This design comes from an exercise in tuning for small area, a short achievable clock period and few clock cycles on the open sky130 flow, not from production work. At most, simulation tests tie the RTL to the original design; equivalence was not proved. No activity file was given, so power comes from the tool's default toggle rates.

==> run H <==
// interp_pair
module interp_pair (
    input  wire        clk,
    input  wire        rst,
    input  wire        req_valid,
    output wire        req_ready,
    input  wire        req_unit,
    input  wire [4:0]  req_sel,
    input  wire [31:0] req_wdata,
    output reg         resp_valid,
    output reg  [31:0] resp_rdata
);
==> flow/config.mk <==
export PLATFORM = sky130hd
export DESIGN_NAME = interp_pair
export DESIGN_NICKNAME = interp_pair
export VERILOG_FILES = /design/flow/design.v
export SDC_FILE = /design/flow/constraint.sdc
export NUM_CORES = 4
export LEC_CHECK = 0
export CAP_MARGIN = 20
export CELL_PAD_IN_SITES_DETAIL_PLACEMENT = 1
export CELL_PAD_IN_SITES_GLOBAL_PLACEMENT = 2
export CORE_MARGIN = 2
export CORE_UTILIZATION = 30
export CTS_BUF_LIST = sky130_fd_sc_hd__clkbuf_8
export PLACE_DENSITY = 0.45
export SLEW_MARGIN = 20
export TNS_END_PERCENT = 30
==> flow/constraint.sdc <==
create_clock -name core_clock -period 16.0 [get_ports {clk}]
set_input_delay 3.2000 -clock core_clock [delete_from_list [all_inputs] [get_ports {clk}]]
set_output_delay 3.2000 -clock core_clock [all_outputs]
set_load 0.01 [all_outputs]
standard.sh (not shown) runs the stock make flow with config.mk's settings and CLKGATE_MAP_FILE= SYNTH_SCRIPT=/design/flow/synth_recipe.tcl, a recipe that flattens the netlist after the stock synthesis.
==> flow/flow/run.sh <==
#!/bin/bash
set -euo pipefail
MARGIN=${MARGIN:-8}
bash standard.sh SETUP_SLACK_MARGIN=$MARGIN REMOVE_ABC_BUFFERS=1 finish > standard_make.log 2>&1
==> run G: changes against run H <==
CELL_PAD_IN_SITES_DETAIL_PLACEMENT = 0   (was 1)
CELL_PAD_IN_SITES_GLOBAL_PLACEMENT = 1   (was 2)
CORE_UTILIZATION = 38   (was 30)
PLACE_DENSITY = 0.52   (was 0.45)
==> notes.md <==
In run G the utilization is higher than in run H, by 8.8 points. In run G the sequential share of layout area is higher than in run H, by 0.48 points. Between run G and run H, the lower clock power is in run G (gap about 5%, measured against run H). Against run G, the design area of run H is higher by 1.7%. Between run G and run H, the lower register-to-register slack is in run H (gap 0.27 ns). Between run G and run H, the lower non-clock buffer count is in run G (gap 29). In run G the via count is lower than in run H, by about 1.5%. Final cell count: run H is larger than run G (about 7%). In area after synthesis, run G and run H do not differ. Sequential power is about the same in run H and run G.
==> figures <==
item                                                                            run H                    run G
Result of the run                                             complete, no violations  complete, no violations
Crit path buf inv count                                                             6                       14
Switching fraction of total power                                              31.79%                   30.27%
Post-layout worst setup margin                                               7.610 ns                 7.877 ns
Final hold slack                                                            0.4517 ns                0.4587 ns
Met3 WL post-DR                                                              17.36 mm                 21.20 mm
Inserted Clock Buffers                                                            137                      120
Placer congestion estimate                                                     0.9706                   0.9736
Final Routed Wirelength                                                      297.9 mm                 257.7 mm
Clock Network Area Fraction                                                    4.609%                   4.421%
Longest individual stage delay on the worst path                              0.51 ns                  0.52 ns
Startpoint of the worst-slack reg-to-reg timing path                         isel1[2]                 isel1[0]
Share of power burned in the clock network                                      41.4%                    40.7%
Wire length of the first global-routing pass                                 406.9 mm                 353.5 mm
Post-placement worst setup slack                                             5.352 ns                 5.722 ns
Setup Buffers After CTS                                                            91                       58
Final non-filler cell total                                                      8134                     7623
Maximum number of pins on one net before global-route repair                       81                       77
Number of levels in the clock H-tree                                                4                        3
Die area                                                                   174000 µm²               137700 µm²
Critical path peak fanout                                                          19                        8
No run of this note included a check of the RTL's function; only the layout flow was run.

---

==> inputs of v4 <==
==> flow/design.v <==
module interp_lane (
    input  wire [31:0] in,
    input  wire [4:0]  shift,
    input  wire [4:0]  mask_lsb,
    input  wire [4:0]  mask_msb,
    input  wire        is_signed,
    input  wire [5:0]  sidx,        
    output wire [31:0] result,      
    output wire        overf        
);
    wire [31:0] shifted = in >> shift;
    wire [31:0] upto    = ~(32'hFFFFFFFE << mask_msb);         
    wire [31:0] above   = ~upto;                                
    wire [31:0] window  = upto & (32'hFFFFFFFF << mask_lsb);
    wire        sign    = ~sidx[5] & in[sidx[4:0]];
    wire        sext    = is_signed & sign;
    assign overf  = |(shifted & above);
    assign result = (shifted & window) | (above & {32{sext}});
endmodule
module interp_unit (
    input  wire        clk,
    input  wire        rst,
    input  wire        op_valid,    
    input  wire [4:0]  sel,
    input  wire [31:0] wdata,
    input  wire        sg0,         
    input  wire [31:0] nacc0,       
    input  wire [31:0] nacc1,       
    output reg  [31:0] accum0,
    output reg  [31:0] accum1,
    output reg  [31:0] base0,
    output reg  [31:0] base1,
    output reg  [31:0] base2,
    output reg  [22:0] ctrl0,
    output reg  [22:0] ctrl1
);
    wire sg1    = ctrl1[15];
    wire is_pop = (sel == 5'h05) || (sel == 5'h06) || (sel == 5'h07);
    wire en0    = is_pop || (sel == 5'h10) || (sel == 5'h1D);
    wire en1    = is_pop || (sel == 5'h11) || (sel == 5'h1E);
    always @(posedge clk) begin
        if (rst) begin
            accum0 <= 32'd0;
            accum1 <= 32'd0;
            base0  <= 32'd0;
            base1  <= 32'd0;
            base2  <= 32'd0;
            ctrl0  <= 23'd0;
            ctrl1  <= 23'd0;
        end else if (op_valid) begin
            if (en0) accum0 <= nacc0;
            if (en1) accum1 <= nacc1;
            case (sel)
                5'h12: base0  <= wdata;
                5'h13: base1  <= wdata;
                5'h14: base2  <= wdata;
                5'h1B: ctrl0  <= wdata[22:0];
                5'h1C: ctrl1  <= wdata[22:0];
                5'h1F: begin
                    base0 <= {{16{sg0 & wdata[15]}}, wdata[15:0]};
                    base1 <= {{16{sg1 & wdata[31]}}, wdata[31:16]};
                end
                default: ;
            endcase
        end
    end
endmodule
module interp_pair (
    input  wire        clk,
    input  wire        rst,
    input  wire        req_valid,
    output wire        req_ready,
    input  wire        req_unit,
    input  wire [4:0]  req_sel,
    input  wire [31:0] req_wdata,
    output reg         resp_valid,
    output reg  [31:0] resp_rdata
);
    assign req_ready = 1'b1;
    reg        r_v;
    reg        r_u;
    reg [4:0]  r_sel;
    reg [31:0] r_wd;
    always @(posedge clk) begin
        if (rst) r_v <= 1'b0;
        else     r_v <= req_valid;
        r_u   <= req_unit;
        r_sel <= req_sel;
        r_wd  <= req_wdata;
    end
    wire [31:0] a00, a01, b00, b01, b02;    
    wire [31:0] a10, a11, b10, b11, b12;    
    wire [22:0] c00, c01, c10, c11;
    wire [31:0] nacc0, nacc1;
    wire sg0_u0 = c01[21] ? c01[15] : c00[15];
    wire sg0_u1 = c10[15];
    interp_unit u_interp0 (
        .clk(clk), .rst(rst), .op_valid(r_v && !r_u),
        .sel(r_sel), .wdata(r_wd), .sg0(sg0_u0),
        .nacc0(nacc0), .nacc1(nacc1),
        .accum0(a00), .accum1(a01), .base0(b00), .base1(b01), .base2(b02),
        .ctrl0(c00), .ctrl1(c01)
    );
    interp_unit u_interp1 (
        .clk(clk), .rst(rst), .op_valid(r_v && r_u),
        .sel(r_sel), .wdata(r_wd), .sg0(sg0_u1),
        .nacc0(nacc0), .nacc1(nacc1),
        .accum0(a10), .accum1(a11), .base0(b10), .base1(b11), .base2(b12),
        .ctrl0(c10), .ctrl1(c11)
    );
    wire fw_c0 = r_v && (r_u == req_unit) && (r_sel == 5'h1B);
    wire fw_c1 = r_v && (r_u == req_unit) && (r_sel == 5'h1C);
    wire [22:0] c0_n = fw_c0 ? r_wd[22:0] : (req_unit ? c10 : c00);
    wire [22:0] c1_n = fw_c1 ? r_wd[22:0] : (req_unit ? c11 : c01);
    wire wr_n   = (req_sel == 5'h10) || (req_sel == 5'h11);    
    wire add_n  = (req_sel == 5'h1D) || (req_sel == 5'h1E);    
    wire racc_n = (req_sel == 5'h00) || (req_sel == 5'h01);    
    wire wacc_n = wr_n || add_n;
    wire xs0_n  = add_n ? req_sel[1] : racc_n ? req_sel[0] : c0_n[16];
    wire clp_n  = req_unit && c0_n[22];
    wire u      = req_unit;
    reg [22:0] c0, c1;            
    reg [5:0]  sidx0, sidx1;      
    reg [3:0]  isel0, isel1;      
    reg        do_blend, do_clamp, raw0, opw, cr0, cr1;
    reg [1:0]  f0, f1;
    always @(posedge clk) begin
        c0       <= c0_n;
        c1       <= c1_n;
        sidx0    <= {1'b0, c0_n[14:10]} + {1'b0, c0_n[4:0]};
        sidx1    <= {1'b0, c1_n[14:10]} + {1'b0, c1_n[4:0]};
        isel0    <= wr_n ? 4'd0 :
                    {u & xs0_n, u & ~xs0_n, ~u & xs0_n, ~u & ~xs0_n};
        isel1    <= {u & ~c1_n[16], u & c1_n[16], ~u & ~c1_n[16], ~u & c1_n[16]};
        do_blend <= ~u & c1_n[21] & ~wacc_n;
        do_clamp <= clp_n & ~wacc_n;
        raw0     <= wacc_n | (c0_n[18] & ~clp_n);
        opw      <= wacc_n;
        cr0      <= ~wacc_n & c0_n[17];
        cr1      <= wacc_n | c1_n[17];
        f0       <= wacc_n ? 2'b00 : c0_n[20:19];
        f1       <= c1_n[20:19];
    end
    wire [31:0] b0 = r_u ? b10 : b00;
    wire [31:0] b1 = r_u ? b11 : b01;
    wire [31:0] b2 = r_u ? b12 : b02;
    wire [31:0] input0 = ({32{isel0[0]}} & a00) | ({32{isel0[1]}} & a01) |
                         ({32{isel0[2]}} & a10) | ({32{isel0[3]}} & a11);
    wire [31:0] input1 = ({32{isel1[0]}} & a00) | ({32{isel1[1]}} & a01) |
                         ({32{isel1[2]}} & a10) | ({32{isel1[3]}} & a11);
    wire [31:0] sres0, sres1;
    wire        overf0, overf1;
    interp_lane u_lane0 (
        .in(input0), .shift(c0[4:0]), .mask_lsb(c0[9:5]),
        .mask_msb(c0[14:10]), .is_signed(c0[15]), .sidx(sidx0),
        .result(sres0), .overf(overf0)
    );
    interp_lane u_lane1 (
        .in(input1), .shift(c1[4:0]), .mask_lsb(c1[9:5]),
        .mask_msb(c1[14:10]), .is_signed(c1[15]), .sidx(sidx1),
        .result(sres1), .overf(overf1)
    );
    wire overf = overf0 | overf1;
    wire [31:0] opa0 = opw ? r_wd : (do_clamp ? ~b10 : b0);
    wire [31:0] x0   = raw0 ? input0 : sres0;
    wire [32:0] sum0 = {1'b0, opa0} + {1'b0, x0} + {32'd0, do_clamp};
    wire [31:0] add0 = sum0[31:0];
    wire [31:0] x1   = c1[18] ? input1 : sres1;
    wire [31:0] add1 = b1 + x1;
    wire [31:0] full = b2 + sres0 + (do_blend ? 32'd0 : sres1);
    wire        csg   = c0[15];
    wire        below = (csg && (sres0[31] != b10[31])) ? sres0[31] : !sum0[32];
    wire [31:0] xcmp  = {sres0[31] ^ csg, sres0[30:0]};
    wire [31:0] b1cmp = {b11[31] ^ csg, b11[30:0]};
    wire        over  = xcmp > b1cmp;
    wire [31:0] clamp0 = below ? b10 : (over ? b11 : sres0);
    wire [7:0]  alpha = sres1[7:0];
    wire        bsgn  = c1[15];
    wire        we0   = r_v && !r_u;
    wire        wb01  = we0 && (r_sel == 5'h1F);
    wire [31:0] nb0   = (we0 && r_sel == 5'h12) ? r_wd :
                        wb01 ? {{16{sg0_u0 & r_wd[15]}}, r_wd[15:0]} : b00;
    wire [31:0] nb1   = (we0 && r_sel == 5'h13) ? r_wd :
                        wb01 ? {{16{c01[15] & r_wd[31]}}, r_wd[31:16]} : b01;
    wire        nsg   = (we0 && r_sel == 5'h1C) ? r_wd[15] : c01[15];
    reg  [32:0] diff;
    always @(posedge clk) begin
        if (rst) diff <= 33'd0;
        else     diff <= {nsg & nb1[31], nb1} - {nsg & nb0[31], nb0};
    end
    wire        dneg  = diff[32];
    wire [39:0] pp0, pp1, pp2, pp3, pp4, pp5, pp6, pp7, ppb;
    assign pp0 = {6'd0, ~(alpha[0] & dneg), (alpha[0] & dneg), {32{alpha[0]}} & diff[31:0]};
    assign pp1 = {6'd0, ~(alpha[1] & dneg), {32{alpha[1]}} & diff[31:0], 1'd0};
    assign pp2 = {5'd0, ~(alpha[2] & dneg), {32{alpha[2]}} & diff[31:0], 2'd0};
    assign pp3 = {4'd0, ~(alpha[3] & dneg), {32{alpha[3]}} & diff[31:0], 3'd0};
    assign pp4 = {3'd0, ~(alpha[4] & dneg), {32{alpha[4]}} & diff[31:0], 4'd0};
    assign pp5 = {2'd0, ~(alpha[5] & dneg), {32{alpha[5]}} & diff[31:0], 5'd0};
    assign pp6 = {1'd0, ~(alpha[6] & dneg), {32{alpha[6]}} & diff[31:0], 6'd0};
    assign pp7 = {      ~(alpha[7] & dneg), {32{alpha[7]}} & diff[31:0], 7'd0};
    assign ppb = {b00, {8{bsgn & dneg}}};
    wire [39:0] s1 = pp0 ^ pp1 ^ pp2, k1 = {(pp0 & pp1) | (pp0 & pp2) | (pp1 & pp2), 1'b0};
    wire [39:0] s2 = pp3 ^ pp4 ^ pp5, k2 = {(pp3 & pp4) | (pp3 & pp5) | (pp4 & pp5), 1'b0};
    wire [39:0] s3 = pp6 ^ pp7 ^ ppb, k3 = {(pp6 & pp7) | (pp6 & ppb) | (pp7 & ppb), 1'b0};
    wire [39:0] s4 = s1 ^ k1 ^ s2,    k4 = {(s1 & k1) | (s1 & s2) | (k1 & s2), 1'b0};
    wire [39:0] s5 = k2 ^ s3 ^ k3,    k5 = {(k2 & s3) | (k2 & k3) | (s3 & k3), 1'b0};
    wire [39:0] s6 = s4 ^ k4 ^ s5,    k6 = {(s4 & k4) | (s4 & s5) | (k4 & s5), 1'b0};
    wire [39:0] s7 = s6 ^ k6 ^ k5,    k7 = {(s6 & k6) | (s6 & k5) | (k6 & k5), 1'b0};
    wire [39:0] bsum = s7 + k7;
    wire [31:0] blend1 = bsum[39:8];
    wire [31:0] force0 = {2'b00, f0, 28'd0};
    wire [31:0] force1 = {2'b00, f1, 28'd0};
    wire [31:0] lane0 = do_blend ? {24'd0, alpha}
                                 : ((do_clamp ? clamp0 : add0) | force0);
    wire [31:0] lane1 = (do_blend ? blend1 : add1) | force1;
    assign nacc0 = cr0 ? lane1 : lane0;
    assign nacc1 = cr1 ? lane0 : lane1;
    reg [31:0] rdata;
    always @(*) begin
        case (r_sel)
            5'h00,
            5'h01:   rdata = input0;
            5'h02:   rdata = b0;
            5'h03:   rdata = b1;
            5'h04:   rdata = b2;
            5'h05,
            5'h08:   rdata = lane0;
            5'h06,
            5'h09:   rdata = lane1;
            5'h07,
            5'h0A:   rdata = full;
            5'h0B:   rdata = {6'd0, overf, overf1, overf0, c0};
            5'h0C:   rdata = {9'd0, c1};
            5'h0D:   rdata = sres0;
            5'h0E:   rdata = sres1;
            default: rdata = 32'd0;
        endcase
    end
    always @(posedge clk) begin
        if (rst) resp_valid <= 1'b0;
        else     resp_valid <= r_v && !r_sel[4];
        resp_rdata <= rdata;
    end
endmodule
==> flow/flow/run.sh <==
#!/bin/bash
set -euo pipefail
MARGIN=${MARGIN:-8}
bash standard.sh SETUP_SLACK_MARGIN=$MARGIN finish > standard_make.log 2>&1
==> flow/standard.sh <==
#!/bin/bash
# synth_recipe.tcl (not shown) runs the flow's synth.tcl, then flattens the netlist and writes it again
# the make line also repeats each setting of config.mk as NAME=value (left out here)
make -C /OpenROAD-flow-scripts/flow DESIGN_CONFIG=/design/flow/config.mk WORK_HOME=/design/flow/orfs CLKGATE_MAP_FILE= SYNTH_SCRIPT=/design/flow/synth_recipe.tcl "${@:-finish}"
==> flow/config.mk <==
export PLATFORM = sky130hd
export DESIGN_NAME = interp_pair
export DESIGN_NICKNAME = interp_pair
export VERILOG_FILES = /design/flow/design.v
export SDC_FILE = /design/flow/constraint.sdc
export NUM_CORES = 4
export LEC_CHECK = 0
export CAP_MARGIN = 20
export CELL_PAD_IN_SITES_DETAIL_PLACEMENT = 1
export CELL_PAD_IN_SITES_GLOBAL_PLACEMENT = 2
export CORE_MARGIN = 2
export CORE_UTILIZATION = 30
export PLACE_DENSITY = 0.45
export SLEW_MARGIN = 20
==> flow/constraint.sdc <==
create_clock -name core_clock -period 16.0 [get_ports {clk}]
set_input_delay 3.2000 -clock core_clock [delete_from_list [all_inputs] [get_ports {clk}]]
set_output_delay 3.2000 -clock core_clock [all_outputs]
set_load 0.01 [all_outputs]
==> v20 (differences from v4) <==
- CORE_UTILIZATION: 30 -> 55
- PLACE_DENSITY: 0.45 -> 0.65
==> v24 (differences from v4) <==
==> flow/design.v (replaced) <==
module interp_lane (
    input  wire [31:0] in,
    input  wire [4:0]  shift,
    input  wire [4:0]  mask_lsb,
    input  wire [4:0]  mask_msb,
    input  wire        is_signed,
    output wire [31:0] result,      
    output wire        overf        
);
    wire [31:0] shifted = in >> shift;
    wire [31:0] upto    = ~(32'hFFFFFFFE << mask_msb);         
    wire [31:0] above   = ~upto;                                
    wire [31:0] window  = upto & (32'hFFFFFFFF << mask_lsb);
    wire [5:0]  sidx    = {1'b0, mask_msb} + {1'b0, shift};
    wire        sign    = ~sidx[5] & in[sidx[4:0]];
    wire        sext    = is_signed & sign;
    assign overf  = |(shifted & above);
    assign result = (shifted & window) | (above & {32{sext}});
endmodule
module interp_unit (
    input  wire        clk,
    input  wire        rst,
    input  wire        op_valid,    
    input  wire [4:0]  sel,
    input  wire [31:0] wdata,
    input  wire        sg0,         
    input  wire [31:0] pop0,        
    input  wire [31:0] pop1,        
    input  wire [31:0] addv,        
    output reg  [31:0] accum0,
    output reg  [31:0] accum1,
    output reg  [31:0] base0,
    output reg  [31:0] base1,
    output reg  [31:0] base2,
    output reg  [22:0] ctrl0,
    output reg  [22:0] ctrl1
);
    wire sg1 = ctrl1[15];
    wire is_pop = (sel == 5'h05) || (sel == 5'h06) || (sel == 5'h07);
    always @(posedge clk) begin
        if (rst) begin
            accum0 <= 32'd0;
            accum1 <= 32'd0;
            base0  <= 32'd0;
            base1  <= 32'd0;
            base2  <= 32'd0;
            ctrl0  <= 23'd0;
            ctrl1  <= 23'd0;
        end else if (op_valid) begin
            if (is_pop) begin
                accum0 <= pop0;
                accum1 <= pop1;
            end
            case (sel)
                5'h10: accum0 <= wdata;
                5'h11: accum1 <= wdata;
                5'h12: base0  <= wdata;
                5'h13: base1  <= wdata;
                5'h14: base2  <= wdata;
                5'h1B: ctrl0  <= wdata[22:0];
                5'h1C: ctrl1  <= wdata[22:0];
                5'h1D: accum0 <= addv;
                5'h1E: accum1 <= addv;
                5'h1F: begin
                    base0 <= {{16{sg0 & wdata[15]}}, wdata[15:0]};
                    base1 <= {{16{sg1 & wdata[31]}}, wdata[31:16]};
                end
                default: ;
            endcase
        end
    end
endmodule
module interp_pair (
    input  wire        clk,
    input  wire        rst,
    input  wire        req_valid,
    output wire        req_ready,
    input  wire        req_unit,
    input  wire [4:0]  req_sel,
    input  wire [31:0] req_wdata,
    output reg         resp_valid,
    output reg  [31:0] resp_rdata
);
    assign req_ready = 1'b1;
    reg        r_v;
    reg        r_u;
    reg [4:0]  r_sel;
    reg [31:0] r_wd;
    always @(posedge clk) begin
        if (rst) r_v <= 1'b0;
        else     r_v <= req_valid;
        r_u   <= req_unit;
        r_sel <= req_sel;
        r_wd  <= req_wdata;
    end
    wire [31:0] a00, a01, b00, b01, b02;    
    wire [31:0] a10, a11, b10, b11, b12;    
    wire [22:0] c00, c01, c10, c11;
    wire [31:0] pop0, pop1, addv;
    wire sg0_u0 = c01[21] ? c01[15] : c00[15];
    wire sg0_u1 = c10[15];
    interp_unit u_interp0 (
        .clk(clk), .rst(rst), .op_valid(r_v && !r_u),
        .sel(r_sel), .wdata(r_wd), .sg0(sg0_u0),
        .pop0(pop0), .pop1(pop1), .addv(addv),
        .accum0(a00), .accum1(a01), .base0(b00), .base1(b01), .base2(b02),
        .ctrl0(c00), .ctrl1(c01)
    );
    interp_unit u_interp1 (
        .clk(clk), .rst(rst), .op_valid(r_v && r_u),
        .sel(r_sel), .wdata(r_wd), .sg0(sg0_u1),
        .pop0(pop0), .pop1(pop1), .addv(addv),
        .accum0(a10), .accum1(a11), .base0(b10), .base1(b11), .base2(b12),
        .ctrl0(c10), .ctrl1(c11)
    );
    wire [22:0] c0 = r_u ? c10 : c00;
    wire [22:0] c1 = r_u ? c11 : c01;
    wire [31:0] b0 = r_u ? b10 : b00;
    wire [31:0] b1 = r_u ? b11 : b01;
    wire [31:0] b2 = r_u ? b12 : b02;
    wire [31:0] acc_a = r_u ? a10 : a00;
    wire [31:0] acc_b = r_u ? a11 : a01;
    wire do_blend = !r_u && c01[21];
    wire do_clamp =  r_u && c10[22];
    wire is_add   = (r_sel == 5'h1D) || (r_sel == 5'h1E);
    wire xs0 = is_add ? r_sel[1] : c0[16];
    wire [31:0] input0 = xs0    ? acc_b : acc_a;
    wire [31:0] input1 = c1[16] ? acc_a : acc_b;
    wire [31:0] sres0, sres1;
    wire        overf0, overf1;
    interp_lane u_lane0 (
        .in(input0), .shift(c0[4:0]), .mask_lsb(c0[9:5]),
        .mask_msb(c0[14:10]), .is_signed(c0[15]),
        .result(sres0), .overf(overf0)
    );
    interp_lane u_lane1 (
        .in(input1), .shift(c1[4:0]), .mask_lsb(c1[9:5]),
        .mask_msb(c1[14:10]), .is_signed(c1[15]),
        .result(sres1), .overf(overf1)
    );
    wire overf = overf0 | overf1;
    wire        sub0 = do_clamp && !is_add;
    wire        raw0 = is_add || (c0[18] && !do_clamp);
    wire [31:0] opa0 = is_add ? r_wd : (sub0 ? ~b10 : b0);
    wire [31:0] x0   = raw0 ? input0 : sres0;
    wire [32:0] sum0 = {1'b0, opa0} + {1'b0, x0} + {32'd0, sub0};
    wire [31:0] add0 = sum0[31:0];
    assign addv = add0;
    wire [31:0] x1   = c1[18] ? input1 : sres1;
    wire [31:0] add1 = b1 + x1;
    wire [31:0] full = b2 + sres0 + (do_blend ? 32'd0 : sres1);
    wire        csg   = c10[15];
    wire        below = (csg && (sres0[31] != b10[31])) ? sres0[31] : !sum0[32];
    wire [31:0] xcmp  = {sres0[31] ^ csg, sres0[30:0]};
    wire [31:0] b1cmp = {b11[31] ^ csg, b11[30:0]};
    wire        over  = xcmp > b1cmp;
    wire [31:0] clamp0 = below ? b10 : (over ? b11 : sres0);
    wire [7:0]  alpha = sres1[7:0];
    wire        bsgn  = c01[15];
    wire [32:0] diff  = {bsgn & b01[31], b01} - {bsgn & b00[31], b00};
    wire        dneg  = diff[32];
    wire [39:0] pp0, pp1, pp2, pp3, pp4, pp5, pp6, pp7, ppb;
    assign pp0 = {6'd0, ~(alpha[0] & dneg), (alpha[0] & dneg), {32{alpha[0]}} & diff[31:0]};
    assign pp1 = {6'd0, ~(alpha[1] & dneg), {32{alpha[1]}} & diff[31:0], 1'd0};
    assign pp2 = {5'd0, ~(alpha[2] & dneg), {32{alpha[2]}} & diff[31:0], 2'd0};
    assign pp3 = {4'd0, ~(alpha[3] & dneg), {32{alpha[3]}} & diff[31:0], 3'd0};
    assign pp4 = {3'd0, ~(alpha[4] & dneg), {32{alpha[4]}} & diff[31:0], 4'd0};
    assign pp5 = {2'd0, ~(alpha[5] & dneg), {32{alpha[5]}} & diff[31:0], 5'd0};
    assign pp6 = {1'd0, ~(alpha[6] & dneg), {32{alpha[6]}} & diff[31:0], 6'd0};
    assign pp7 = {      ~(alpha[7] & dneg), {32{alpha[7]}} & diff[31:0], 7'd0};
    assign ppb = {b00, {8{bsgn & dneg}}};
    wire [39:0] s1 = pp0 ^ pp1 ^ pp2, k1 = {(pp0 & pp1) | (pp0 & pp2) | (pp1 & pp2), 1'b0};
    wire [39:0] s2 = pp3 ^ pp4 ^ pp5, k2 = {(pp3 & pp4) | (pp3 & pp5) | (pp4 & pp5), 1'b0};
    wire [39:0] s3 = pp6 ^ pp7 ^ ppb, k3 = {(pp6 & pp7) | (pp6 & ppb) | (pp7 & ppb), 1'b0};
    wire [39:0] s4 = s1 ^ k1 ^ s2,    k4 = {(s1 & k1) | (s1 & s2) | (k1 & s2), 1'b0};
    wire [39:0] s5 = k2 ^ s3 ^ k3,    k5 = {(k2 & s3) | (k2 & k3) | (s3 & k3), 1'b0};
    wire [39:0] s6 = s4 ^ k4 ^ s5,    k6 = {(s4 & k4) | (s4 & s5) | (k4 & s5), 1'b0};
    wire [39:0] s7 = s6 ^ k6 ^ k5,    k7 = {(s6 & k6) | (s6 & k5) | (k6 & k5), 1'b0};
    wire [39:0] bsum = s7 + k7;
    wire [31:0] blend1 = bsum[39:8];
    wire [31:0] force0 = {2'b00, c0[20:19], 28'd0};
    wire [31:0] force1 = {2'b00, c1[20:19], 28'd0};
    wire [31:0] lane0 = do_blend ? {24'd0, alpha}
                                 : ((do_clamp ? clamp0 : add0) | force0);
    wire [31:0] lane1 = (do_blend ? blend1 : add1) | force1;
    assign pop0 = c0[17] ? lane1 : lane0;
    assign pop1 = c1[17] ? lane0 : lane1;
    reg [31:0] rdata;
    always @(*) begin
        case (r_sel)
            5'h00:   rdata = acc_a;
            5'h01:   rdata = acc_b;
            5'h02:   rdata = b0;
            5'h03:   rdata = b1;
            5'h04:   rdata = b2;
            5'h05,
            5'h08:   rdata = lane0;
            5'h06,
            5'h09:   rdata = lane1;
            5'h07,
            5'h0A:   rdata = full;
            5'h0B:   rdata = {6'd0, overf, overf1, overf0, c0};
            5'h0C:   rdata = {9'd0, c1};
            5'h0D:   rdata = sres0;
            5'h0E:   rdata = sres1;
            default: rdata = 32'd0;
        endcase
    end
    always @(posedge clk) begin
        if (rst) begin
            resp_valid <= 1'b0;
            resp_rdata <= 32'd0;
        end else begin
            resp_valid <= r_v && !r_sel[4];
            resp_rdata <= rdata;
        end
    end
endmodule
==> flow/run.sh (new file) <==
#!/bin/bash
# synth_recipe.tcl (not shown) runs the flow's synth.tcl, then flattens the netlist and writes it again
# the make line also repeats each setting of config.mk as NAME=value (left out here)
make -C /OpenROAD-flow-scripts/flow DESIGN_CONFIG=/design/flow/config.mk WORK_HOME=/design/flow/orfs CLKGATE_MAP_FILE= SYNTH_SCRIPT=/design/flow/synth_recipe.tcl finish
removed: flow/flow/run.sh
removed: flow/standard.sh
==> notes <==
v20 ended with an error in global placement without I/O (3_1_place_gp_skip_io). v24 went through all stages and came out clean. v4 completed without violations.
In v24 the power is smaller than in v4, by about 14%.
Area after synthesis: v24 is smaller than v4 (about 2.8%).
Die area: v4 is larger than v24 (2.8%).
Of v24 and v4, v4 has the higher non-clock buffer count (gap 146).
In v4 the final cell count is higher than in v24, by about 2.4%.
Against v24, the clock power of v4 is higher by about 14%.
Against v24, the clock skew of v4 is higher by 0.018 ns.
Against v24, the synthesized cell count of v20 is smaller by 0.71%.
Testbench counts of v4, summed over its fixed seeds: cycles 24,023.
Testbench counts of v20, summed over its fixed seeds: cycles 24,023.
For v24, only the layout was checked, not whether the RTL still works.

[afterwards: timing with drivers on the ports]
No port has a modelled driver above. Below, the same layouts with a new extraction and two added sets of constraints. Step 1, drivers: a clkbuf_16 drives clk and a buf_2 each remaining input, both assumed. Step 2 also shifts input and output timing later by t, the mid clock arrival at the registers, as if the neighbouring blocks saw the same clock. Three values: ideal, step 1, step 2; two values: the first two.
| run | shift t [ns] | setup slack, ns | worst setup path at the end | worst data-port slew with drivers (ns) | cell pins on the clock port's net |
|---|---|---|---|---|---|
| run H | 1.014 | 7.610 / 7.610 / 7.610 | register to register | 0.05 | 1 |
| run G | 0.931 | 7.877 / 7.877 / 7.877 | register to register | 0.04 | 1 |
| v4 | 0.814 | 7.826 / 7.826 / 7.826 | register to register | 0.05 | 1 |
| v24 | 0.801 | 2.750 / 2.750 / 2.750 | register to register | 0.08 | 1 |
After both steps setup and hold are still met in every run listed.
